From an optimization exercise on the open Yosys and OpenROAD flow, aimed at small area, a short achievable clock period and few clock cycles; shortcuts taken in it are not production practice.
Only simulation tests tie the RTL to the original design; equivalence was not proved.
Power figures rest on the tool's default switching activity, not on a simulated workload.

**design.v**
```verilog
module fbe (
    input  wire        clk,
    input  wire        rst,           
    input  wire        host_valid,
    output wire        host_ready,
    input  wire        host_write,
    input  wire [1:0]  host_size,     
    input  wire [15:0] host_addr,     
    input  wire [31:0] host_wdata,
    output reg         resp_valid,
    output reg  [31:0] resp_rdata,
    output reg         src_valid,
    output reg  [31:0] src_addr,
    input  wire        src_ready,
    input  wire [7:0]  src_data,
    output reg         sink_valid,
    output reg  [1:0]  sink_kind,     
    output reg  [7:0]  sink_data,
    input  wire        sink_ready
);
    localparam integer W  = 48;
    localparam integer H  = 32;
    localparam integer N  = W * H / 8;
    localparam [1:0] M_WHITE = 2'd0, M_BLACK = 2'd1, M_XOR = 2'd2, M_OR = 2'd3;
    localparam [7:0] OP_NOP = 8'h00, OP_CLEAR = 8'h01, OP_INVERT = 8'h02,
                     OP_SETPIXEL = 8'h03, OP_GETPIXEL = 8'h04, OP_LINE = 8'h05,
                     OP_HRUN = 8'h06, OP_VRUN = 8'h07, OP_RECT = 8'h08,
                     OP_FILLRECT = 8'h09, OP_CIRCLE = 8'h0A, OP_FILLCIRCLE = 8'h0B,
                     OP_BLIT = 8'h0C, OP_PRESENT = 8'h0D, OP_BACKLIGHT = 8'h0E;
    localparam integer S_IDLE  = 0,
                       S_WIN0  = 1,     
                       S_WIN1  = 2,     
                       S_GETP  = 3,
                       S_PRES  = 4,
                       S_FLUSH = 5,
                       S_BLS   = 6,
                       S_RECT2 = 7,
                       S_LSET  = 8,
                       S_LINE  = 9,
                       S_CW1   = 10,
                       S_CW2   = 11,
                       S_BSKIP = 12,
                       S_BRUN  = 13,
                       S_DONE  = 14,    
                       NS      = 15;
    function [NS-1:0] go(input integer s);
        begin
            go = {NS{1'b0}};
            go[s] = 1'b1;
        end
    endfunction
    reg [31:0] arg0, arg1, arg2;
    reg [3:0]  flags;                
    reg        bl;
    reg        result;
    reg [W*H-1:0] fb;                
    reg [NS-1:0] st;
    reg [7:0]  cmd_op;
    reg [1:0]  cmd_mode;
    reg               dwe, dxr, dyr, dpat, dk0, dk1;
    reg signed [17:0] dX1, dX2, dY1, dY2;
    reg [7:0]         bb;
    reg signed [5:0]  pbp;
    reg               fclr, finv;    
    reg [5:0]  rda_col;
    reg [1:0]  rda_strip;
    reg        plast;
    reg [7:0]  wi;
    reg [1:0]  wn, wk;
    reg signed [15:0] p;
    reg signed [16:0] q;
    reg signed [18:0] e;
    reg signed [17:0] ldx, ldy;
    reg               lsx, lsy;
    reg [5:0]  bx, bxl;              
    reg [2:0]  bkc, bnk;             
    reg signed [5:0] bp;             
    reg        blastm;               
    wire signed [17:0] A = {{2{arg0[15]}}, arg0[15:0]};
    wire signed [17:0] B = {{2{arg0[31]}}, arg0[31:16]};
    wire signed [17:0] C = {{2{arg1[15]}}, arg1[15:0]};
    wire signed [17:0] D = {{2{arg1[31]}}, arg1[31:16]};
    wire [15:0] Cu = arg1[15:0];
    wire [15:0] Du = arg1[31:16];
    wire [31:0] E  = arg2;
    wire ac_lt = (A < C);
    wire bd_lt = (B < D);
    wire bc_lt = (B < C);
    wire signed [17:0] xl = ac_lt ? A : C;
    wire signed [17:0] xr = ac_lt ? C : A;
    wire signed [17:0] yt = bd_lt ? B : D;
    wire signed [17:0] yb = bd_lt ? D : B;
    wire signed [17:0] rl = bc_lt ? B : C;
    wire signed [17:0] rh = bc_lt ? C : B;
    reg [H-1:0] rd_col;
    integer kx;
    always @(*) begin
        rd_col = {H{1'b0}};
        for (kx = 0; kx < W; kx = kx + 1)
            if (rda_col == kx) rd_col = rd_col | fb[H*kx +: H];
    end
    wire [7:0] rd_byte = rd_col[8*rda_strip +: 8];
    wire               c_fill = (cmd_op == OP_FILLCIRCLE);
    wire signed [17:0] ca_s   = {{2{p[15]}}, p};
    wire signed [17:0] cb_s   = {q[16], q};
    wire               c_ab   = (ca_s == cb_s);
    wire               c_last = (e >= 0) || (ca_s + 1 > cb_s);
    wire               c_w2   = c_fill ? (c_last && !c_ab) : !c_ab;
    wire signed [18:0] cd_next = (e < 0) ? e + 2 * ca_s + 3 : e + 2 * (ca_s - cb_s) + 5;
    wire signed [17:0] cb_next = (e < 0) ? cb_s : cb_s - 1;
    wire signed [17:0] ca_next = ca_s + 1;
    wire               c_end   = (ca_next > cb_next);
    wire signed [17:0] c_cc = c_fill ? B : A;    
    wire signed [17:0] c_cr = c_fill ? A : B;    
    wire signed [17:0] c_u  = st[S_CW1] ? ca_s : cb_s;
    wire signed [17:0] c_v  = st[S_CW1] ? cb_s : ca_s;
    wire signed [19:0] le2     = {e, 1'b0};
    wire               lstep_x = (le2 >= ldy);
    wire               lstep_y = (le2 <= ldx);
    wire               l_end   = (p == arg1[15:0]) && (q[15:0] == arg1[31:16]);
    wire signed [17:0] l_ddx   = C - A;
    wire signed [17:0] l_ddy   = D - B;
    wire signed [17:0] l_adx   = l_ddx[17] ? -l_ddx : l_ddx;
    wire signed [17:0] l_ady   = l_ddy[17] ? l_ddy : -l_ddy;      
    wire [13:0] b_S     = {1'b0, Du[15:3]} + {13'd0, (Du[2:0] != 3'd0)};
    wire signed [17:0] b_ae = A + $signed({2'b00, Cu}) - 1;    
    wire signed [17:0] b_be = B + $signed({2'b00, Du}) - 1;    
    wire [15:0] b_negA  = -arg0[15:0];
    wire [15:0] b_negB  = -arg0[31:16];
    wire [12:0] b_k0    = B[17] ? b_negB[15:3] : 13'd0;        
    wire signed [17:0] b_t  = 18'sd31 - B;
    wire [13:0] b_t8    = b_t[16:3];                           
    wire        b_lastm = ({1'b0, b_S} - 15'd1 <= {1'b0, b_t8});
    wire [13:0] b_k1    = b_lastm ? b_S - 14'd1 : b_t8;
    wire [13:0] b_nk    = b_k1 - {1'b0, b_k0};
    wire signed [5:0] b_p0 = B[17] ? ((arg0[18:16] == 3'd0) ? 6'sd0 : {3'b111, arg0[18:16]})
                                   : B[5:0];
    wire [2:0]  b_hl    = arg1[18:16] - 3'd1;                  
    wire [7:0]  b_lmask = (8'd2 << b_hl) - 8'd1;
    wire        b_clip  = (Cu == 16'd0) || (Du == 16'd0) || b_be[17] || (B > H - 1) ||
                          b_ae[17] || (A > W - 1);
    wire        b_fetch  = src_valid && src_ready;
    wire        b_colend = (bkc == 3'd0);
    wire [31:0] b_base   = st[S_IDLE] ? E : src_addr;
    wire [13:0] b_add    = st[S_IDLE] ? {1'b0, b_k0} : (st[S_BSKIP] || b_colend) ? b_S - {11'd0, bnk}
                                                                                 : 14'd1;
    wire [31:0] b_sum    = b_base + {18'd0, b_add};
    wire        acc      = host_valid && st[S_IDLE];
    wire        is_reg   = (host_addr < 16'h001C) && (host_size == 2'd2) && (host_addr[1:0] == 2'b00);
    wire        is_win   = (host_addr >= 16'h1000);
    wire [15:0] win_i    = host_addr - 16'h1000;
    wire [2:0]  win_s    = (host_size == 2'd0) ? 3'd1 : (host_size == 2'd1) ? 3'd2 : 3'd4;
    wire        win_al   = (host_size == 2'd0) ? 1'b1 :
                           (host_size == 2'd1) ? (win_i[0] == 1'b0) : (win_i[1:0] == 2'b00);
    wire        win_ok   = is_win && !host_write && (host_size != 2'd3) && win_al &&
                           ({1'b0, win_i} + win_s <= N);
    wire [31:0] hdr      = host_wdata;
    wire [7:0]  hop      = hdr[7:0];
    wire        hdr_ill  = (hdr[31:10] != 22'd0) || (hop > OP_BACKLIGHT);
    wire        hdr_draw = (hop == OP_SETPIXEL) || (hop == OP_LINE) ||
                           (hop == OP_HRUN) || (hop == OP_VRUN) ||
                           (hop == OP_RECT) || (hop == OP_FILLRECT) ||
                           (hop == OP_CIRCLE) || (hop == OP_FILLCIRCLE);
    wire        hdr_badm = (hdr_draw && hdr[9:8] == M_OR) ||
                           (hop == OP_BLIT && hdr[9:8] != M_OR);
    wire        cmdw     = acc && is_reg && host_write && (host_addr[4:2] == 3'd0) &&
                           !hdr_ill && !hdr_badm;
    assign host_ready = st[S_IDLE];
    wire a_in  = (A >= 0) && (A < W) && (B >= 0) && (B < H);
    wire [1:0] wi_strip = (wi >= 8'd144) ? 2'd3 : (wi >= 8'd96) ? 2'd2 : (wi >= 8'd48) ? 2'd1 : 2'd0;
    wire [7:0] wi_col   = wi - {wi_strip, 5'd0} - {1'b0, wi_strip, 4'd0};
    reg               n_we, n_xr, n_yr, n_pat;
    reg signed [17:0] n_X1, n_X2, n_Y1, n_Y2;
    always @(*) begin
        n_we  = 1'b0;
        n_xr  = 1'b1;
        n_yr  = 1'b1;
        n_pat = 1'b0;
        n_X1 = A; n_X2 = A; n_Y1 = B; n_Y2 = B;
        if (st[S_IDLE]) begin
            n_we = cmdw && ((hop == OP_SETPIXEL) || (hop == OP_HRUN) || (hop == OP_VRUN) ||
                            (hop == OP_FILLRECT) || (hop == OP_RECT));
            case (hop[3:0])
                4'h6:    begin n_X1 = rl; n_X2 = rh; n_Y1 = A;  n_Y2 = A;  end
                4'h7:    begin n_X1 = A;  n_X2 = A;  n_Y1 = rl; n_Y2 = rh; end
                4'h8:    begin n_X1 = xl; n_X2 = xr; n_Y1 = yt; n_Y2 = yb; n_yr = 1'b0; end
                4'h9:    begin n_X1 = xl; n_X2 = xr; n_Y1 = yt; n_Y2 = yb; end
                default: begin n_X1 = A;  n_X2 = A;  n_Y1 = B;  n_Y2 = B;  end
            endcase
        end
        if (st[S_RECT2]) begin
            n_we = 1'b1; n_xr = 1'b0;
            n_X1 = xl; n_X2 = xr; n_Y1 = yt + 1; n_Y2 = yb - 1;
        end
        if (st[S_LINE]) begin
            n_we = 1'b1;
            n_X1 = p; n_X2 = p; n_Y1 = q; n_Y2 = q;
        end
        if (st[S_CW1] || st[S_CW2]) begin
            n_we = st[S_CW1] || c_w2;
            n_xr = 1'b0;
            n_yr = c_fill;
            n_X1 = c_cc - c_u; n_X2 = c_cc + c_u;
            n_Y1 = c_cr - c_v; n_Y2 = c_cr + c_v;
        end
        if (st[S_BRUN]) begin
            n_we  = b_fetch;
            n_pat = 1'b1;
            n_X1 = {12'd0, bx}; n_X2 = {12'd0, bx};
        end
    end
    wire signed [17:0] XH      = dxr ? dX2 : dX1;
    wire               x1_big  = ~dX1[17] & ((|dX1[16:6]) | (dX1[5:4] == 2'b11));
    wire               xh_big  = ~XH[17] & ((|XH[16:6]) | (XH[5:4] == 2'b11));
    wire               x2_ok   = ~dX2[17] & ~((|dX2[16:6]) | (dX2[5:4] == 2'b11));
    wire               x_empty = XH[17] | x1_big;
    wire [5:0]         x_lo    = dX1[17] ? 6'd0 : dX1[5:0];
    wire [5:0]         x_hi    = xh_big ? 6'd47 : XH[5:0];
    reg  [W-1:0]       x_ge, x_le, colm;
    integer ix;
    always @(*) begin
        x_ge[0] = (x_lo == 6'd0);
        for (ix = 1; ix < W; ix = ix + 1)
            x_ge[ix] = x_ge[ix-1] | (x_lo == ix);
        x_le[W-1] = (x_hi == W - 1);
        for (ix = W - 2; ix >= 0; ix = ix - 1)
            x_le[ix] = x_le[ix+1] | (x_hi == ix);
        for (ix = 0; ix < W; ix = ix + 1)
            colm[ix] = (~x_empty & x_ge[ix] & x_le[ix]) |
                       (~dxr & x2_ok & (dX2[5:0] == ix));
    end
    wire signed [17:0] YH      = dyr ? dY2 : dY1;
    wire               y1_big  = ~dY1[17] & (|dY1[16:5]);
    wire               yh_big  = ~YH[17] & (|YH[16:5]);
    wire               y2_ok   = ~dY2[17] & ~(|dY2[16:5]);
    wire               y_empty = YH[17] | y1_big;
    wire [4:0]         y_lo    = dY1[17] ? 5'd0 : dY1[4:0];
    wire [4:0]         y_hi    = yh_big ? 5'd31 : YH[4:0];
    reg  [H-1:0]       y_ge, y_le, rowg;
    integer iy;
    always @(*) begin
        y_ge[0] = (y_lo == 5'd0);
        for (iy = 1; iy < H; iy = iy + 1)
            y_ge[iy] = y_ge[iy-1] | (y_lo == iy);
        y_le[H-1] = (y_hi == H - 1);
        for (iy = H - 2; iy >= 0; iy = iy - 1)
            y_le[iy] = y_le[iy+1] | (y_hi == iy);
        for (iy = 0; iy < H; iy = iy + 1)
            rowg[iy] = (~y_empty & y_ge[iy] & y_le[iy]) |
                       (~dyr & y2_ok & (dY2[4:0] == iy));
    end
    wire [2:0]  pb_r  = pbp[2:0];
    wire [14:0] pb_sh = {7'd0, bb} << pb_r;
    wire signed [2:0] pb_q = pbp[5:3];             
    reg  [H-1:0] rowp;
    integer is;
    always @(*) begin
        for (is = 0; is < 4; is = is + 1) begin
            rowp[8*is +: 8] = (pb_q == is)     ? pb_sh[7:0] :
                              (pb_q == is - 1) ? {1'b0, pb_sh[14:8]} : 8'd0;
        end
    end
    wire [H-1:0] rm  = (dpat ? rowp : rowg) | {H{fclr}};
    wire [W-1:0] c0m = ({W{dwe & dk0}} & colm) | {W{fclr}};
    wire [W-1:0] c1m = ({W{dwe & dk1}} & colm) | {W{finv}};
    genvar gx, gy;
    generate
        for (gx = 0; gx < W; gx = gx + 1) begin : g_col
            for (gy = 0; gy < H; gy = gy + 1) begin : g_row
                always @(posedge clk)
                    fb[H*gx + gy] <= fb[H*gx + gy] ? ~(c0m[gx] & rm[gy]) : (c1m[gx] & rm[gy]);
            end
        end
    endgenerate
    always @(posedge clk) begin
        if (rst) begin
            dwe  <= 1'b0;
            fclr <= 1'b1;
            finv <= 1'b0;
        end else begin
            dwe  <= n_we;
            fclr <= cmdw && (hop == OP_CLEAR || hop == OP_INVERT);
            finv <= cmdw && (hop == OP_INVERT);
        end
        dxr  <= n_xr;
        dyr  <= n_yr;
        dpat <= n_pat;
        dX1  <= n_X1;
        dX2  <= n_X2;
        dY1  <= n_Y1;
        dY2  <= n_Y2;
        if (st[S_IDLE]) begin
            dk0 <= (hdr[9:8] != M_BLACK) && (hop != OP_BLIT);
            dk1 <= (hdr[9:8] != M_WHITE) || (hop == OP_BLIT);
        end
        if (st[S_BRUN] && b_fetch) begin
            bb  <= (b_colend && blastm) ? (src_data & b_lmask) : src_data;
            pbp <= bp;
        end
    end
    always @(posedge clk) begin
        if (rst) begin
            st         <= go(S_IDLE);
            arg0       <= 32'd0;
            arg1       <= 32'd0;
            arg2       <= 32'd0;
            flags      <= 4'd0;
            bl         <= 1'b0;
            result     <= 1'b0;
            resp_valid <= 1'b0;
            src_valid  <= 1'b0;
            sink_valid <= 1'b0;
            sink_kind  <= 2'd0;
            sink_data  <= 8'd0;
            rda_col    <= 6'd0;
            rda_strip  <= 2'd0;
        end else begin
            resp_valid <= 1'b0;
            if (st[S_IDLE] && acc) begin
                resp_rdata <= 32'd0;
                resp_valid <= 1'b1;
                if (host_size == 2'd3) begin
                    flags[3] <= 1'b1;
                end else if (is_win) begin
                    if (win_ok) begin
                        resp_valid <= 1'b0;
                        wi <= win_i[7:0];
                        wn <= host_size;
                        st <= go(S_WIN0);
                    end else begin
                        flags[3] <= 1'b1;
                    end
                end else if (!is_reg) begin
                    flags[3] <= 1'b1;
                end else if (!host_write) begin
                    case (host_addr[4:2])
                        3'd1: resp_rdata <= arg0;
                        3'd2: resp_rdata <= arg1;
                        3'd3: resp_rdata <= arg2;
                        3'd4: resp_rdata <= {23'd0, bl, 4'd0, flags};
                        3'd5: resp_rdata <= {31'd0, result};
                        3'd6: resp_rdata <= {H[15:0], W[15:0]};
                        default: resp_rdata <= 32'd0;
                    endcase
                end else begin
                    case (host_addr[4:2])
                        3'd1: arg0 <= host_wdata;
                        3'd2: arg1 <= host_wdata;
                        3'd3: arg2 <= host_wdata;
                        3'd4: flags <= flags & ~host_wdata[3:0];
                        3'd5, 3'd6: flags[3] <= 1'b1;
                        default: begin
                            cmd_op   <= hop;
                            cmd_mode <= hdr[9:8];
                            if (hdr_ill) begin
                                flags[0] <= 1'b1;
                            end else if (hdr_badm) begin
                                flags[1] <= 1'b1;
                            end else begin
                                case (hop)
                                    OP_CLEAR, OP_INVERT, OP_SETPIXEL, OP_HRUN, OP_VRUN,
                                    OP_FILLRECT: begin
                                        resp_valid <= 1'b0;
                                        st         <= go(S_DONE);
                                    end
                                    OP_RECT: begin
                                        resp_valid <= 1'b0;
                                        st         <= go(S_RECT2);
                                    end
                                    OP_GETPIXEL: begin
                                        resp_valid <= 1'b0;
                                        rda_col    <= arg0[5:0];
                                        rda_strip  <= arg0[20:19];
                                        st         <= go(S_GETP);
                                    end
                                    OP_LINE: begin
                                        resp_valid <= 1'b0;
                                        p   <= arg0[15:0];
                                        q   <= B[16:0];
                                        ldx <= l_adx;
                                        ldy <= l_ady;
                                        lsx <= ~l_ddx[17] & (l_ddx != 0);
                                        lsy <= ~l_ddy[17] & (l_ddy != 0);
                                        st  <= go(S_LSET);
                                    end
                                    OP_CIRCLE, OP_FILLCIRCLE: begin
                                        if (!C[17]) begin
                                            resp_valid <= 1'b0;
                                            p  <= 16'sd0;
                                            q  <= C[16:0];
                                            e  <= 19'sd1 - C;
                                            st <= go(S_CW1);
                                        end
                                    end
                                    OP_BLIT: begin
                                        if (!b_clip) begin
                                            resp_valid <= 1'b0;
                                            src_addr   <= b_sum;
                                            p          <= A[17] ? b_negA : 16'd0;
                                            bx         <= A[17] ? 6'd0 : arg0[5:0];
                                            st         <= go(S_BSKIP);
                                        end
                                    end
                                    OP_PRESENT: begin
                                        resp_valid <= 1'b0;
                                        sink_valid <= 1'b1;
                                        sink_kind  <= 2'd0;
                                        sink_data  <= rd_byte;
                                        rda_col    <= 6'd1;
                                        plast      <= 1'b0;
                                        st         <= go(S_PRES);
                                    end
                                    OP_BACKLIGHT: begin
                                        resp_valid <= 1'b0;
                                        bl         <= arg0[0];
                                        sink_valid <= 1'b1;
                                        sink_kind  <= 2'd2;
                                        sink_data  <= {7'd0, arg0[0]};
                                        st         <= go(S_BLS);
                                    end
                                    default: ;   
                                endcase
                            end
                        end
                    endcase
                end
            end
            if (st[S_WIN0]) begin
                rda_col   <= wi_col[5:0];
                rda_strip <= wi_strip;
                wk        <= 2'd0;
                st        <= go(S_WIN1);
            end
            if (st[S_WIN1]) begin
                resp_rdata[8*wk +: 8] <= rd_byte;
                wk      <= wk + 2'd1;
                rda_col <= rda_col + 6'd1;
                if (wk == ((wn == 2'd0) ? 2'd0 : (wn == 2'd1) ? 2'd1 : 2'd3)) begin
                    resp_valid <= 1'b1;
                    rda_col    <= 6'd0;
                    rda_strip  <= 2'd0;
                    st         <= go(S_IDLE);
                end
            end
            if (st[S_GETP]) begin
                if (a_in) begin
                    result <= rd_byte[arg0[18:16]];
                end else begin
                    result   <= 1'b0;
                    flags[2] <= 1'b1;
                end
                rda_col    <= 6'd0;
                rda_strip  <= 2'd0;
                resp_valid <= 1'b1;
                st         <= go(S_IDLE);
            end
            if (st[S_PRES] && sink_ready) begin
                if (plast) begin
                    sink_kind <= 2'd1;
                    sink_data <= 8'd0;
                    st        <= go(S_FLUSH);
                end else begin
                    sink_data <= rd_byte;
                    plast     <= (rda_col == 6'd47) && (rda_strip == 2'd3);
                    if (rda_col == 6'd47) begin
                        rda_col   <= 6'd0;
                        rda_strip <= rda_strip + 2'd1;
                    end else begin
                        rda_col   <= rda_col + 6'd1;
                    end
                end
            end
            if ((st[S_FLUSH] || st[S_BLS]) && sink_ready) begin
                sink_valid <= 1'b0;
                sink_kind  <= 2'd0;
                sink_data  <= 8'd0;
                resp_valid <= 1'b1;
                st         <= go(S_IDLE);
            end
            if (st[S_RECT2]) st <= go(S_DONE);
            if (st[S_DONE]) begin
                resp_valid <= 1'b1;
                st         <= go(S_IDLE);
            end
            if (st[S_LSET]) begin
                e  <= ldx + ldy;
                st <= go(S_LINE);
            end
            if (st[S_LINE]) begin
                if (l_end) begin
                    st <= go(S_DONE);
                end else begin
                    e <= e + (lstep_x ? ldy : 18'sd0) + (lstep_y ? ldx : 18'sd0);
                    if (lstep_x) p <= lsx ? p + 16'sd1 : p - 16'sd1;
                    if (lstep_y) q <= lsy ? q + 17'sd1 : q - 17'sd1;
                end
            end
            if (st[S_CW1] || st[S_CW2]) begin
                if (st[S_CW1] && c_w2) begin
                    st <= go(S_CW2);
                end else begin
                    p  <= ca_next[15:0];
                    q  <= cb_next[16:0];
                    e  <= cd_next;
                    st <= c_end ? go(S_DONE) : go(S_CW1);
                end
            end
            if (st[S_BSKIP]) begin
                bxl    <= (b_ae > W - 1) ? 6'd47 : b_ae[5:0];
                bnk    <= b_nk[2:0];
                blastm <= b_lastm;
                bkc    <= b_nk[2:0];
                bp     <= b_p0;
                if (p == 16'sd0) begin
                    src_valid <= 1'b1;
                    st        <= go(S_BRUN);
                end else begin
                    p        <= p - 16'sd1;
                    src_addr <= src_addr + {18'd0, b_S};
                end
            end
            if (st[S_BRUN] && b_fetch) begin
                if (b_colend) begin
                    if (bx == bxl) begin
                        src_valid <= 1'b0;
                        st        <= go(S_DONE);
                    end else begin
                        bx       <= bx + 6'd1;
                        src_addr <= b_sum;
                        bkc      <= bnk;
                        bp       <= b_p0;
                    end
                end else begin
                    bkc      <= bkc - 3'd1;
                    src_addr <= b_sum;
                    bp       <= bp + 6'sd8;
                end
            end
        end
    end
endmodule
```
**run.sh**
```bash
#!/bin/bash
# synth_recipe.tcl (not shown) runs the flow's synth.tcl, then flattens the netlist and writes it again
# the make line also repeats each setting of config.mk as NAME=value (left out here)
make -C /OpenROAD-flow-scripts/flow DESIGN_CONFIG=/design/flow/config.mk WORK_HOME=/design/flow/orfs CLKGATE_MAP_FILE= SYNTH_SCRIPT=/design/flow/synth_recipe.tcl finish
```
**config.mk**
```make
export PLATFORM = sky130hd
export DESIGN_NAME = fbe
export DESIGN_NICKNAME = fbe
export VERILOG_FILES = /design/flow/design.v
export SDC_FILE = /design/flow/constraint.sdc
export NUM_CORES = 4
export LEC_CHECK = 0
export CAP_MARGIN = 30
export CELL_PAD_IN_SITES_DETAIL_PLACEMENT = 1
export CELL_PAD_IN_SITES_GLOBAL_PLACEMENT = 2
export CORE_MARGIN = 2
export CORE_UTILIZATION = 20
export PLACE_DENSITY = 0.3
export SLEW_MARGIN = 40
```
**constraint.sdc**
```tcl
create_clock -name core_clock -period 16.0 [get_ports {clk}]
set_input_delay 3.2000 -clock core_clock [delete_from_list [all_inputs] [get_ports {clk}]]
set_output_delay 3.2000 -clock core_clock [all_outputs]
set_load 0.01 [all_outputs]
```
==> results of run 1 <==
-- area by class of cell --
cell class / instances / area share, %
inverter: 407 / 1.14
multi-input combinational: 10000 / 49.1
clock inverter: 86 / 0.786
tap: 7452 / 6.95
sequential: 1968 / 31.0
timing repair buffer: 721 / 4.69
clock buffer: 421 / 6.28
antenna: 32 / 0.0597
-- per-stage QoR --
step | util [%] | hold WS, ns
final | 24.1 | 0.455
after global routing | 24.1 | 0.471
after CTS | 24.1 | 0.459
after detailed placement | 22.4 | 0.451
after global placement | 22.2 | 0.442
after floorplan | - | 0.329
-- worst min path at each step --
stage,endpoint,slack (ns),depth (start not counted),from
2_1_floorplan,dpat,0.33,0,st[13]
3_3_place_gp,fb[269],0.44,1,fb[269]
3_5_place_dp,arg0[17],0.45,2,arg0[17]
4_1_cts,arg0[17],0.46,2,arg0[17]
5_1_grt,fb[662],0.47,1,fb[662]
6_report,arg0[17],0.46,2,arg0[17]
-- kinds of logic (layout without fill, tap and decap cells) --
| kind of cell | Yosys count | count (layout) |
|---|---|---|
| buffers and inverters | 1653 | 1635 |
| adders and majority gates | 510 | 510 |
| and+or+nand+nor | 2935 | 2935 |
| muxes | 175 | 175 |
| xor gates and xnor gates | 413 | 413 |
| other | 1 | 33 |
| AOI/OAI and AO/OA | 5969 | 5969 |
| DFF | 1968 | 1968 |
-- critical path: cells and delay by family --
kind,cells,cell delay (ns)
AO/OA/AOI/OAI,3,0.72
AND/OR/NAND/NOR,6,3.00
buffers and inverters,2,0.91
-- routing by layer --
metal	vias to the layer above	global-route usage (%)	wire (um)
li1	51300	-	-
met1	62700	39.4	389000
met2	4126	54.5	445000
met3	1246	3.21	37800
met4	12	13.5	46200
met5	-	0	82
-- power by group --
part	switching, mW	internal (mW)	total [mW]
combinational	1.08	0.362	1.45
sequential	0.0541	5.01	5.07
clock	2.80	3.90	6.70
total	3.93	9.28	13.2
-- cell usage in the layout, fill, tap and decap left out, types with 69 or more instances in the layout --
master	count
inv_1	387
a221oi_1	162
edfxtp_1	216
clkbuf_1	73
o21ai_0	505
clkbuf_16	298
nand2_1	956
nand2b_1	76
a31oi_1	1517
nor2_1	474
dfxtp_1	1737
nor2b_1	72
mux2i_1	124
ha_1	470
nor4_1	79
a211oi_1	87
a21o_4	71
a21o_1	79
a22oi_1	455
nand4_1	183
clkdlybuf4s50_1	138
and2_1	70
o22ai_1	93
xor2_1	105
a21oi_1	2156
xnor2_1	300
buf_4	491
nor3_1	151
nand3_1	299
buf_6	69
and3_1	229
a22o_1	141
-- flip-flops by register name (all words and copies together), names as in the netlist, 16 cells and up --
| register | count |
|---|---|
| fb | 1536 |
| arg0 | 32 |
| arg1 | 32 |
| arg2 | 32 |
| resp_rdata | 32 |
| src_addr | 32 |
| e | 19 |
| dX1 | 18 |
| dX2 | 18 |
| dY1 | 18 |
| dY2 | 18 |
| ldx | 18 |
| ldy | 18 |
| q | 17 |
| p | 16 |
==> results.cfg, run 1 <==
[finish]
drive_gt1_share_pct = 10.6
nFillCells = 64300
final_cells = 21100
multi_input_area_sq_um = 65800
seq_area_sq_um = 41600
stdcell_area_sq_um = 134000
synthToLayoutAreaGrowth_pct = 20.3
nNetsFinal = 14000

[power_and_ir_drop]
pwr_density_cell_nw_per_um2 = 98.5
p_leak_nw = 48.5
peakVddDrop_mv = 0.0751
power.total_mw = 13.2

[timing]
worstMarginPinSlew_ns = 1.00
period_share_pct = 44.2
clock.fmax_mhz = 142
grt_setup_unrepaired = no
setup_viol = 0
final.setup.tns_ns = 0
fin_crit_ns = 7.07
max-slew-margin-rel_pct = 33.1
final_max_slew_viol_count = 0
timing_hold_violations_final = 0
final_critical_path_setup_slack_ns = 8.93
fin_skew_ns = 0.0820

[setup_path]
crit_arrival_ns = 7.85
crit_start = host_wdata[5]
critPathKind = in2reg
crit_path_start_kind = input port
crit_path_cell_trace = clkdlybuf4s50_1, nor4_4, nand4_1, nor3_2, nand3_1, nor3_2, buf_4, nand2_1, o22ai_1, a21oi_1, a211oi_1
critPathSlowestCell = nor4_4
end_kind = flip-flop
endpoint = p[3]
rrSetupSlack_ns = 9.33
worst_r2r_endpoint = p[13]
ff2ff_path_depth = 17
reg2reg_from = p[1]
cp.required_ns = 16.78
crit_path_frequent_cell = nor3_2
slowest_delay_ns = 0.82
crit_fanout = 9

[synthesis]
synthAdderAreaFrac_pct = 5.98
synth.ff_latch_count = 1968
synth_ff_type = dfxtp_1
synth-xor-area-share_pct = 3.25
synth_async_sr_flop_share_pct = 0
syn_nets = 14200
postSynthAreaPerCell_sq_um = 8.18
yosys.cell_count.top_type = a21oi_1
ys_warn_count = 1
synth.area.top_cells = dfxtp_1 (31%), a21oi_1 (9.7%), a31oi_1 (8.5%)
netlist_top_cells_count = a21oi_1 (2,159), dfxtp_1 (1,752), a31oi_1 (1,519), clkbuf_1 (980), nand2_1 (957)
synth-simple-area-share_pct = 13.0
synth_edf_count = 216
synth_top_area_share_pct = 31.5
syn_area_sq_um = 112000
synth_top_family_by_area = compound AO/OA/AOI/OAI gates
syn_inst = 13600
ys_seq_area_share_pct = 37.3
yosysUniqueCellTypes = 107
synth_compound_area_share_pct = 33.2
synth.mux.area_fraction_pct = 1.63
synth_top_area_cell = dfxtp_1

[floorplanning]
start_util_pct = 20.1
rows = 274
core_sq_um = 556000
io_pins = 142
floorplan.die_area_sq_um = 564000
die_h_um = 751
die_width_um = 751

[clock_tree]
cts-htree-levels = 5
clk_latency_ns = 0.99
cts_hold_buf = 0
cts_tree = built
cts-buffers-inserted = 289
clockBufferDepth = 4
clock-root-buffer = clkbuf_16
cts_resized = 0
postCtsSetupBuffers = 0
clkSinkCount = 1968
clk_pin_slew_worst_paths_ns = 0.05

[hold_path]
min_path_type = reg2reg

[route]
wirelength_um = 919000
drt_iter0_drc = 11200
drtAntennaViolNets = 0
vias = 119000
avgRoutedWirePerCell_um = 43.6
drt_first_pass_iters = 5
vias_per_cell = 5.66
drc_errors = 0

[placed_design]
dp_slack_ns = 8.03
hpwl_um = 618000
port_buffers = 141
place_area_sq_um = 124000
place_congestion = 0.875
dp_cells = 20500

[global_routing]
grt_pass1_wl_um = 1200000
grt_max_degree = 97
grt-ovfl-total = 0
grt_antenna_before_repair = 91
grt_pass1_vias = 117000
grt.total_usage_pct = 31.4

[outcome]
status = no timing/DRC/antenna violations

[flow_run]
drv_cap = 0
Testbench counts, summed over its fixed seeds: cycles 16,000.
==> run 2: changes to the inputs <==
--- a/config.mk
+++ b/config.mk
@@ -5,6 +5,7 @@
 export SDC_FILE = /design/flow/constraint.sdc
 export NUM_CORES = 4
 export LEC_CHECK = 0
+export ABC_CLOCK_PERIOD_IN_PS = 3000
 export CAP_MARGIN = 30
 export CELL_PAD_IN_SITES_DETAIL_PLACEMENT = 1
 export CELL_PAD_IN_SITES_GLOBAL_PLACEMENT = 2
==> run 2 against run 1 <==
Synthesized cell count unchanged. Via count unchanged. Maximum frequency unchanged. Largest cell class unchanged. Power unchanged. Final area unchanged. Clock-buffer cell count unchanged. Non-clock buffer count unchanged. Die area unchanged. Cell count unchanged.
==> results.cfg, run 2 <==
[global_routing]
grt.total_usage_pct = 31.4
grt_pass1_vias = 117000
grt_pass1_wl_um = 1200000
grt_max_degree = 97
grt_antenna_before_repair = 91
grt-ovfl-total = 0

[flow_run]
drv_cap = 0

[finish]
drive_gt1_share_pct = 10.6
stdcell_area_sq_um = 134000
nNetsFinal = 14000
largest_reg_flops = 1536
synthToLayoutAreaGrowth_pct = 20.3
layout_common_cells = a21oi_1 (2,156), dfxtp_1 (1,737), a31oi_1 (1,517)
final_cells = 21100
layout_commonest_cell = a21oi_1
largest-register = fb

[clock_tree]
clock-root-buffer = clkbuf_16
cts-buffers-inserted = 289
cts-htree-levels = 5
postCtsSetupBuffers = 0
clk_pin_slew_worst_paths_ns = 0.05
cts_tree = built
cts_resized = 0
clockBufferDepth = 4
clk_latency_ns = 0.99
clkSinkCount = 1968
cts_hold_buf = 0

[synthesis]
syn_area_sq_um = 112000
yosysUniqueCellTypes = 107
yosys.cell_count.top_type = a21oi_1
synth.area.top_cells = dfxtp_1 (31%), a21oi_1 (9.7%), a31oi_1 (8.5%)
synth_async_sr_flop_share_pct = 0
syn_nets = 14200
synth_ff_type = dfxtp_1
synth_top_area_cell = dfxtp_1
syn_inst = 13600
synth_top_area_share_pct = 31.5
ys_seq_area_share_pct = 37.3
netlist_top_cells_count = a21oi_1 (2,159), dfxtp_1 (1,752), a31oi_1 (1,519), clkbuf_1 (980), nand2_1 (957)
postSynthAreaPerCell_sq_um = 8.18
synth_edf_count = 216
ys_warn_count = 1
synth.ff_latch_count = 1968

[timing]
setup_viol = 0
timing_hold_violations_final = 0
fin_skew_ns = 0.0820
final.setup.tns_ns = 0
period_share_pct = 44.2
clock.fmax_mhz = 142
final_critical_path_setup_slack_ns = 8.93
fin_crit_ns = 7.07
final_max_slew_viol_count = 0
worstMarginPinSlew_ns = 1.00
grt_setup_unrepaired = no
max-slew-margin-rel_pct = 33.1

[setup_path]
crit_path_cell_trace = clkdlybuf4s50_1, nor4_4, nand4_1, nor3_2, nand3_1, nor3_2, buf_4, nand2_1, o22ai_1, a21oi_1, a211oi_1
crit_family = simple AND/OR/NAND/NOR gates
slowest_delay_ns = 0.82
end_kind = flip-flop
crit_arrival_ns = 7.85
crit_fanout = 9
crit_path_start_kind = input port
crit_path_frequent_cell = nor3_2
critPathKind = in2reg
rrSetupSlack_ns = 9.33
critPathSlowestCell = nor4_4
cp.required_ns = 16.78
cp.buffers_inverters = 2

[hold_path]
min_path_type = reg2reg

[floorplanning]
start_util_pct = 20.1
rows = 274
die_h_um = 751
io_pins = 142
core_sq_um = 556000
floorplan.die_area_sq_um = 564000
die_width_um = 751

[route]
drt_first_pass_iters = 5
wirelength_um = 919000
vias_per_cell = 5.66
drc_errors = 0
vias = 119000
drtAntennaViolNets = 0
drt_iter0_drc = 11200
avgRoutedWirePerCell_um = 43.6

[power_and_ir_drop]
p_leak_nw = 48.5
pwr_density_cell_nw_per_um2 = 98.5
peakVddDrop_mv = 0.0751

[placed_design]
dp_cells = 20500
place_congestion = 0.875
port_buffers = 141
hpwl_um = 618000
place_area_sq_um = 124000
dp_slack_ns = 8.03

[outcome]
status = no timing/DRC/antenna violations
-- run 2: cell counts in the layout (fill, tap and decap cells not counted) --
Identical to the previous run, type by type.
-- run 2: worst register-to-register path, cell delays in order, from the launching register on --
cell and delay [ns]:
edfxtp_1 0.67, buf_4 0.30, ha_1 0.42, and3_1 0.44, nand4_1 0.34, nor2_1 0.22, xor2_1 0.53, ha_1 0.37
nand3_1 0.13, nor2_1 0.09, a2111oi_0 0.70, a211oi_1 0.21, buf_4 0.22, nor2_4 0.08, buf_4 0.62, o21ai_1 0.49
o22ai_1 0.49, a21oi_1 0.08
-- run 2: metrics by stage --
stage | hold WS [ns] | power (mW) | util [%]
final | 0.455 | 13.2 | 24.1
after global routing | 0.471 | 13.6 | 24.1
after CTS | 0.459 | 13.3 | 24.1
after detailed placement | 0.451 | 6.59 | 22.4
after global placement | 0.442 | 6.57 | 22.2
after floorplan | 0.329 | 5.91 | -
-- run 2: cells by family (layout without fill, tap and decap cells) --
kind of cell,count (synthesis),in the layout,synth area share [%]
AND/OR/NAND/NOR,2935,2935,13.0
multiplexers,175,175,1.63
XOR/XNOR,413,413,3.25
flip-flops,1968,1968,37.3
other,1,33,0.00336
buffers and inverters,1653,1635,5.76
AO/OA/AOI/OAI,5969,5969,33.2
adder cells (fa/ha/maj),510,510,5.98
-- run 2: final timing paths --
| check | from | to | cells past startpoint |
|---|---|---|---|
| max reg2reg | p[1] | p[13] | 17 |
| min reg2reg | arg0[17] | arg0[17] | 2 |
| max | host_wdata[5] | p[3] | 11 |
| min | arg0[17] | arg0[17] | 2 |
-- run 2: routing by layer --
| metal | wire [um] | global-route usage (%) | vias to the layer above |
|---|---|---|---|
| met5 | 82 | 0 | - |
| li1 | - | - | 51300 |
| met2 | 445000 | 54.5 | 4126 |
| met4 | 46200 | 13.5 | 12 |
| met1 | 389000 | 39.4 | 62700 |
| met3 | 37800 | 3.21 | 1246 |
-- run 2: layout make-up --
class                      count  area [sq um]
fill                       64300        422000
inverter                     407          1530
tap                         7452          9320
sequential                  1968         41600
timing repair buffer         721          6290
antenna                       32          80.1
clock inverter                86          1050
multi-input combinational  10000         65800
clock buffer                 421          8420
-- run 2: power breakdown --
part / switching [mW] / leakage, nW / internal [mW]
clock network: 2.80 / 4.65 / 3.90
logic: 1.08 / 27.7 / 0.362
registers: 0.0541 / 16.1 / 5.01
total: 3.93 / 48.5 / 9.28
==> run 3: changes to the inputs <==
--- a/design.v
+++ b/design.v
@@ -42,7 +42,11 @@
                        S_BSKIP = 12,
                        S_BRUN  = 13,
                        S_DONE  = 14,    
-                       NS      = 15;
+                       S_BS1   = 15,    
+                       S_PST   = 16,    
+                       S_BL0   = 17,    
+                       S_FILL  = 18,    
+                       NS      = 19;
     function [NS-1:0] go(input integer s);
         begin
             go = {NS{1'b0}};
@@ -71,11 +75,14 @@
     reg signed [16:0] q;
     reg signed [18:0] e;
     reg signed [17:0] ldx, ldy;
+    reg signed [18:0] ldxy;          
     reg               lsx, lsy;
+    reg signed [17:0] cdab;          
     reg [5:0]  bx, bxl;              
     reg [2:0]  bkc, bnk;             
     reg signed [5:0] bp;             
     reg        blastm;               
+    reg [13:0] bS, bSn;              
     wire signed [17:0] A = {{2{arg0[15]}}, arg0[15:0]};
     wire signed [17:0] B = {{2{arg0[31]}}, arg0[31:16]};
     wire signed [17:0] C = {{2{arg1[15]}}, arg1[15:0]};
@@ -103,13 +110,15 @@
     wire               c_fill = (cmd_op == OP_FILLCIRCLE);
     wire signed [17:0] ca_s   = {{2{p[15]}}, p};
     wire signed [17:0] cb_s   = {q[16], q};
-    wire               c_ab   = (ca_s == cb_s);
-    wire               c_last = (e >= 0) || (ca_s + 1 > cb_s);
+    wire               c_ab   = (cdab == 0);
+    wire               c_last = (e >= 0) || (cdab >= 0);
     wire               c_w2   = c_fill ? (c_last && !c_ab) : !c_ab;
-    wire signed [18:0] cd_next = (e < 0) ? e + 2 * ca_s + 3 : e + 2 * (ca_s - cb_s) + 5;
+    wire signed [18:0] cd_inc = (e < 0) ? {ca_s, 1'b1} + 19'sd2 : {cdab, 1'b1} + 19'sd4;
+    wire signed [18:0] cd_next = e + cd_inc;
     wire signed [17:0] cb_next = (e < 0) ? cb_s : cb_s - 1;
     wire signed [17:0] ca_next = ca_s + 1;
-    wire               c_end   = (ca_next > cb_next);
+    wire signed [17:0] cdab_next = (e < 0) ? cdab + 18'sd1 : cdab + 18'sd2;
+    wire               c_end   = (e < 0) ? (cdab >= 0) : (cdab >= -1);
     wire signed [17:0] c_cc = c_fill ? B : A;    
     wire signed [17:0] c_cr = c_fill ? A : B;    
     wire signed [17:0] c_u  = st[S_CW1] ? ca_s : cb_s;
@@ -118,6 +127,10 @@
     wire               lstep_x = (le2 >= ldy);
     wire               lstep_y = (le2 <= ldx);
     wire               l_end   = (p == arg1[15:0]) && (q[15:0] == arg1[31:16]);
+    wire signed [18:0] l_ex    = e + ldy;
+    wire signed [18:0] l_ey    = e + ldx;
+    wire signed [18:0] l_exy   = e + ldxy;
+    wire signed [18:0] l_enext = lstep_x ? (lstep_y ? l_exy : l_ex) : (lstep_y ? l_ey : e);
     wire signed [17:0] l_ddx   = C - A;
     wire signed [17:0] l_ddy   = D - B;
     wire signed [17:0] l_adx   = l_ddx[17] ? -l_ddx : l_ddx;
@@ -142,8 +155,7 @@
     wire        b_fetch  = src_valid && src_ready;
     wire        b_colend = (bkc == 3'd0);
     wire [31:0] b_base   = st[S_IDLE] ? E : src_addr;
-    wire [13:0] b_add    = st[S_IDLE] ? {1'b0, b_k0} : (st[S_BSKIP] || b_colend) ? b_S - {11'd0, bnk}
-                                                                                 : 14'd1;
+    wire [13:0] b_add    = st[S_IDLE] ? {1'b0, b_k0} : st[S_BSKIP] ? bS : b_colend ? bSn : 14'd1;
     wire [31:0] b_sum    = b_base + {18'd0, b_add};
     wire        acc      = host_valid && st[S_IDLE];
     wire        is_reg   = (host_addr < 16'h001C) && (host_size == 2'd2) && (host_addr[1:0] == 2'b00);
@@ -279,8 +291,8 @@
             finv <= 1'b0;
         end else begin
             dwe  <= n_we;
-            fclr <= cmdw && (hop == OP_CLEAR || hop == OP_INVERT);
-            finv <= cmdw && (hop == OP_INVERT);
+            fclr <= st[S_FILL];
+            finv <= st[S_FILL] && (cmd_op == OP_INVERT);
         end
         dxr  <= n_xr;
         dyr  <= n_yr;
@@ -316,6 +328,28 @@
             rda_strip  <= 2'd0;
         end else begin
             resp_valid <= 1'b0;
+            if (st[S_IDLE]) begin
+                cmd_op <= hop;
+                ldx  <= l_adx;
+                ldy  <= l_ady;
+                lsx  <= ~l_ddx[17] & (l_ddx != 0);
+                lsy  <= ~l_ddy[17] & (l_ddy != 0);
+                cdab <= -C;
+                src_addr <= b_sum;
+                bx   <= A[17] ? 6'd0 : arg0[5:0];
+                wi   <= win_i[7:0];
+                wn   <= host_size;
+                if (hop[3:0] == 4'h5) begin           
+                    p <= arg0[15:0];
+                    q <= B[16:0];
+                end else if (hop[3:0] == 4'hC) begin  
+                    p <= A[17] ? b_negA : 16'd0;
+                end else begin                        
+                    p <= 16'sd0;
+                    q <= C[16:0];
+                    e <= 19'sd1 - C;
+                end
+            end
             if (st[S_IDLE] && acc) begin
                 resp_rdata <= 32'd0;
                 resp_valid <= 1'b1;
@@ -324,8 +358,6 @@
                 end else if (is_win) begin
                     if (win_ok) begin
                         resp_valid <= 1'b0;
-                        wi <= win_i[7:0];
-                        wn <= host_size;
                         st <= go(S_WIN0);
                     end else begin
                         flags[3] <= 1'b1;
@@ -350,16 +382,17 @@
                         3'd4: flags <= flags & ~host_wdata[3:0];
                         3'd5, 3'd6: flags[3] <= 1'b1;
                         default: begin
-                            cmd_op   <= hop;
-                            cmd_mode <= hdr[9:8];
                             if (hdr_ill) begin
                                 flags[0] <= 1'b1;
                             end else if (hdr_badm) begin
                                 flags[1] <= 1'b1;
                             end else begin
                                 case (hop)
-                                    OP_CLEAR, OP_INVERT, OP_SETPIXEL, OP_HRUN, OP_VRUN,
-                                    OP_FILLRECT: begin
+                                    OP_CLEAR, OP_INVERT: begin
+                                        resp_valid <= 1'b0;
+                                        st         <= go(S_FILL);
+                                    end
+                                    OP_SETPIXEL, OP_HRUN, OP_VRUN, OP_FILLRECT: begin
                                         resp_valid <= 1'b0;
                                         st         <= go(S_DONE);
                                     end
@@ -375,48 +408,27 @@
                                     end
                                     OP_LINE: begin
                                         resp_valid <= 1'b0;
-                                        p   <= arg0[15:0];
-                                        q   <= B[16:0];
-                                        ldx <= l_adx;
-                                        ldy <= l_ady;
-                                        lsx <= ~l_ddx[17] & (l_ddx != 0);
-                                        lsy <= ~l_ddy[17] & (l_ddy != 0);
                                         st  <= go(S_LSET);
                                     end
                                     OP_CIRCLE, OP_FILLCIRCLE: begin
                                         if (!C[17]) begin
                                             resp_valid <= 1'b0;
-                                            p  <= 16'sd0;
-                                            q  <= C[16:0];
-                                            e  <= 19'sd1 - C;
                                             st <= go(S_CW1);
                                         end
                                     end
                                     OP_BLIT: begin
                                         if (!b_clip) begin
                                             resp_valid <= 1'b0;
-                                            src_addr   <= b_sum;
-                                            p          <= A[17] ? b_negA : 16'd0;
-                                            bx         <= A[17] ? 6'd0 : arg0[5:0];
-                                            st         <= go(S_BSKIP);
+                                            st         <= go(S_BS1);
                                         end
                                     end
                                     OP_PRESENT: begin
                                         resp_valid <= 1'b0;
-                                        sink_valid <= 1'b1;
-                                        sink_kind  <= 2'd0;
-                                        sink_data  <= rd_byte;
-                                        rda_col    <= 6'd1;
-                                        plast      <= 1'b0;
-                                        st         <= go(S_PRES);
+                                        st         <= go(S_PST);
                                     end
                                     OP_BACKLIGHT: begin
                                         resp_valid <= 1'b0;
-                                        bl         <= arg0[0];
-                                        sink_valid <= 1'b1;
-                                        sink_kind  <= 2'd2;
-                                        sink_data  <= {7'd0, arg0[0]};
-                                        st         <= go(S_BLS);
+                                        st         <= go(S_BL0);
                                     end
                                     default: ;   
                                 endcase
@@ -454,6 +466,22 @@
                 resp_valid <= 1'b1;
                 st         <= go(S_IDLE);
             end
+            if (st[S_FILL]) st <= go(S_DONE);
+            if (st[S_PST]) begin
+                sink_valid <= 1'b1;
+                sink_kind  <= 2'd0;
+                sink_data  <= rd_byte;
+                rda_col    <= 6'd1;
+                plast      <= 1'b0;
+                st         <= go(S_PRES);
+            end
+            if (st[S_BL0]) begin
+                bl         <= arg0[0];
+                sink_valid <= 1'b1;
+                sink_kind  <= 2'd2;
+                sink_data  <= {7'd0, arg0[0]};
+                st         <= go(S_BLS);
+            end
             if (st[S_PRES] && sink_ready) begin
                 if (plast) begin
                     sink_kind <= 2'd1;
@@ -483,14 +511,15 @@
                 st         <= go(S_IDLE);
             end
             if (st[S_LSET]) begin
-                e  <= ldx + ldy;
-                st <= go(S_LINE);
+                e    <= ldx + ldy;
+                ldxy <= ldx + ldy;
+                st   <= go(S_LINE);
             end
             if (st[S_LINE]) begin
                 if (l_end) begin
                     st <= go(S_DONE);
                 end else begin
-                    e <= e + (lstep_x ? ldy : 18'sd0) + (lstep_y ? ldx : 18'sd0);
+                    e <= l_enext;
                     if (lstep_x) p <= lsx ? p + 16'sd1 : p - 16'sd1;
                     if (lstep_y) q <= lsy ? q + 17'sd1 : q - 17'sd1;
                 end
@@ -499,24 +528,30 @@
                 if (st[S_CW1] && c_w2) begin
                     st <= go(S_CW2);
                 end else begin
-                    p  <= ca_next[15:0];
-                    q  <= cb_next[16:0];
-                    e  <= cd_next;
+                    p    <= ca_next[15:0];
+                    q    <= cb_next[16:0];
+                    e    <= cd_next;
+                    cdab <= cdab_next;
                     st <= c_end ? go(S_DONE) : go(S_CW1);
                 end
             end
-            if (st[S_BSKIP]) begin
+            if (st[S_BS1]) begin
                 bxl    <= (b_ae > W - 1) ? 6'd47 : b_ae[5:0];
                 bnk    <= b_nk[2:0];
                 blastm <= b_lastm;
-                bkc    <= b_nk[2:0];
+                bS     <= b_S;
+                st     <= go(S_BSKIP);
+            end
+            if (st[S_BSKIP]) begin
+                bkc    <= bnk;
                 bp     <= b_p0;
+                bSn    <= bS - {11'd0, bnk};
                 if (p == 16'sd0) begin
                     src_valid <= 1'b1;
                     st        <= go(S_BRUN);
                 end else begin
                     p        <= p - 16'sd1;
-                    src_addr <= src_addr + {18'd0, b_S};
+                    src_addr <= b_sum;
                 end
             end
             if (st[S_BRUN] && b_fetch) begin
--- a/config.mk
+++ b/config.mk
@@ -5,7 +5,6 @@
 export SDC_FILE = /design/flow/constraint.sdc
 export NUM_CORES = 4
 export LEC_CHECK = 0
-export ABC_CLOCK_PERIOD_IN_PS = 3000
 export CAP_MARGIN = 30
 export CELL_PAD_IN_SITES_DETAIL_PLACEMENT = 1
 export CELL_PAD_IN_SITES_GLOBAL_PLACEMENT = 2
==> run 3 against run 2 <==
Sequential power rose by 23%. Maximum frequency rose by 1.9%. Highest routed layer unchanged. Largest power group unchanged. Still clean on timing, DRC and antenna. Clock skew rose by 0.036 ns. Largest cell class unchanged. Critical path type is now reg2reg. Cell count fell by 0.66%.
==> results.cfg, run 3 <==
[outcome]
status = no timing/DRC/antenna violations

[route]
wirelength_um = 919000
drc_errors = 0
vias_per_cell = 5.65
avgRoutedWirePerCell_um = 43.9
drt_first_pass_iters = 8
drtAntennaViolNets = 0
drt_iter0_drc = 11500
vias = 118000

[setup_path]
critPathKind = reg2reg
endpoint = bnk[2]
end_kind = flip-flop
crit_arrival_ns = 7.65
rrSetupSlack_ns = 9.07
critPathSlowestCell = dfxtp_1
ff2ff_path_depth = 26
slowest_delay_ns = 0.69
cp.buffers_inverters = 5
crit_family = adder cells
cp.required_ns = 16.72
crit_path_start_kind = flip-flop
crit_fanout = 12
crit_start = arg1[17]
crit_path_frequent_cell = ha_1
worst_r2r_endpoint = bnk[2]
cp.depth = 26
reg2reg_from = arg1[17]

[floorplanning]
die_width_um = 751
core_sq_um = 556000
floorplan.die_area_sq_um = 564000
io_pins = 142
start_util_pct = 20.1
rows = 274
die_h_um = 751

[placed_design]
port_buffers = 141
hpwl_um = 617000
place_area_sq_um = 125000
dp_slack_ns = 8.67
place_congestion = 0.880
dp_cells = 20400

[synthesis]
syn_nets = 13800
syn_inst = 13400
synth_ff_type = dfxtp_1
syn_area_sq_um = 112000
synth_edf_count = 281
ys_warn_count = 1
yosysUniqueCellTypes = 115
synth_top_area_share_pct = 31.5
synth.area.top_cells = dfxtp_1 (32%), a21oi_1 (9.5%), a31oi_1 (8.8%)
ys_seq_area_share_pct = 39.1
synth_async_sr_flop_share_pct = 0
yosys.cell_count.top_type = a21oi_1
postSynthAreaPerCell_sq_um = 8.33
synth.ff_latch_count = 2037
netlist_top_cells_count = a21oi_1 (2,108), dfxtp_1 (1,756), a31oi_1 (1,571), clkbuf_1 (1,017), nand2_1 (856)
synth_top_area_cell = dfxtp_1

[power_and_ir_drop]
p_leak_nw = 48.9
pwr_density_cell_nw_per_um2 = 109
pwr-share-comb_pct = 11.1
p_sw_mw = 4.43
p_int_mw = 10.3
switching_share_pct = 30.2
pwr-share-clk_pct = 46.5
seqPwrFrac_pct = 42.4
peakVddDrop_mv = 0.0715

[timing]
setup_viol = 0
fin_skew_ns = 0.118
timing_hold_violations_final = 0
final_critical_path_setup_slack_ns = 9.07
worstMarginPinSlew_ns = 0.988
period_share_pct = 43.3
grt_setup_unrepaired = no
final_max_slew_viol_count = 0
clock.fmax_mhz = 144
fin_crit_ns = 6.93
final.setup.tns_ns = 0
max-slew-margin-rel_pct = 33.6

[finish]
drive_gt1_share_pct = 11.6
synthToLayoutAreaGrowth_pct = 21.0
layout_common_cells = a21oi_1 (2,096), dfxtp_1 (1,743), a31oi_1 (1,568)
seq_area_sq_um = 43600
nFillCells = 64000
largest_reg_flops = 1536
stdcell_area_sq_um = 135000
nNetsFinal = 13700
largest-register = fb
layout_commonest_cell = a21oi_1
final_cells = 21000
multi_input_area_sq_um = 63700

[global_routing]
use_met3_pct = 3.76
grt_pass1_vias = 115000
grt_max_degree = 94
grt_antenna_before_repair = 137
met2_usage_pct = 52.8
grt-ovfl-total = 0
grt.total_usage_pct = 31.4
grt_pass1_wl_um = 1190000
busiest_layer = met2
grt_util_met1_pct = 40.5

[clock_tree]
clkSinkCount = 2037
cts-htree-levels = 5
cts-buffers-inserted = 296
clockBufferDepth = 4
clock-root-buffer = clkbuf_16
clk_pin_slew_worst_paths_ns = 0.06
clk_latency_ns = 1.01
cts_hold_buf = 0
cts_resized = 0
cts_tree = built
postCtsSetupBuffers = 0

[flow_run]
drv_cap = 0

[hold_path]
min_path_type = reg2reg
run 3: cell count changes in the layout (fill, tap and decap cells not counted), sizes merged, moves of 42 or more:
cell	delta
a21o	-56
a21oi	-52
a31oi	+53
buf	+83
edfxtp	+65
ha	-112
mux2i	-57
nand2	-101
nand3	-81
nor2	+42
nor3	+63
o31ai	+53
run 3: routing by layer:
metal,up-vias,wire length (um)
met4,22,46500
met3,1253,45400
li1,50900,-
met5,-,140
met1,61700,396000
met2,4531,432000
run 3: through the flow:
stage          power [mW]  hold WS (ns)  utilization [%]
4_1_cts              14.8         0.460             24.2
5_1_grt              15.2         0.477             24.3
3_5_place_dp         7.92         0.452             22.5
3_3_place_gp         7.84         0.442             22.2
6_report             14.7         0.458             24.3
2_1_floorplan        7.12         0.329                -
run 3: kinds of logic after synthesis:
kind of cell	after synthesis	share of synthesized area, %
compound gates	5975	33.5
simple gates	2799	12.5
flops	2037	39.1
buf+inv	1616	5.80
xor+xnor	435	3.42
fa+ha+maj	377	4.34
mux	148	1.42
other cells	1	0.00336
run 3: worst min-delay path by stage:
stage          depth (start not counted)     start  endpoint
2_1_floorplan                          0    st[13]      dpat
3_3_place_gp                           1  fb[1460]  fb[1460]
3_5_place_dp                           1  fb[1366]  fb[1366]
4_1_cts                                1  fb[1366]  fb[1366]
5_1_grt                                1   fb[384]   fb[384]
6_report                               1  fb[1170]  fb[1170]
run 3: power groups by stage:
stage / combinational, mW / clock (mW) / sequential (mW)
after floorplan: 0.949 / 0 / 6.17
after global placement: 1.55 / 0 / 6.29
after global routing: 1.77 / 7.15 / 6.29
final: 1.63 / 6.83 / 6.22
after detailed placement: 1.61 / 0 / 6.31
after CTS: 1.62 / 6.99 / 6.21
run 3: final cells by class:
cell class | instances | area share [%]
Antenna cell | 35 | 0.0649
Tap cell | 7452 | 6.91
Clock inverter | 79 | 0.654
Sequential cell | 2037 | 32.3
Timing Repair Buffer | 803 | 5.34
Clock buffer | 444 | 6.46
Multi-Input combinational cell | 9735 | 47.2
Inverter | 366 | 1.02
run 3: worst register-to-register path, stage by stage, from the launching register on:
cell and delay [ns]:
dfxtp_1 0.69, clkinv_1 0.45, nand2_1 0.27, inv_1 0.14, ha_1 0.24, inv_1 0.07
ha_1 0.17, ha_1 0.27, inv_1 0.08, ha_1 0.18, nand2_1 0.09, nor4_1 0.58
nand4_1 0.25, or3_1 0.47, xnor2_1 0.15, ha_1 0.31, a21o_1 0.16, a21oi_1 0.22
o211ai_1 0.12, a21oi_1 0.55, nand2_1 0.12, o21ai_0 0.10, ha_1 0.18, inv_1 0.06
fa_1 0.44, xor2_1 0.19, xnor2_1 0.13
Testbench counts of run 3, summed over its fixed seeds: cycles 16,170.

re-timing with driven ports:
How much do the figures lean on ideal ports? The routed layouts below were timed once more, with nothing changed but the port constraints. Step 1, drivers: a clkbuf_16 drives clk and a buf_2 each remaining input, both assumed. Step 2 adds t to the input delays and takes it off the output delays; t is the mean of the earliest and latest rising clock arrival at the registers after step 1. Input paths then give back, and output paths get back, about the clock's delay inside the block. a / b / c = ideal ports / drivers / drivers and shift; a / b = the first two.
| run | t (ns) | setup WS [ns] | hold slack, ns | slew at the worst register clock pin (ns) | cell pins on the clock port's net |
|---|---|---|---|---|---|
| run 1 | 1.075 | 8.934 / 9.015 / 7.940 | 0.455 / 0.455 / 0.455 | 0.07 / 0.07 | 1 |
| run 2 | 1.075 | 8.934 / 9.015 / 7.940 | 0.455 / 0.455 / 0.455 | 0.07 / 0.07 | 1 |
| run 3 | 1.090 | 9.068 / 9.068 / 8.704 | 0.458 / 0.458 / 0.458 | 0.07 / 0.07 | 1 |
After both steps setup and hold are still met in every run listed.
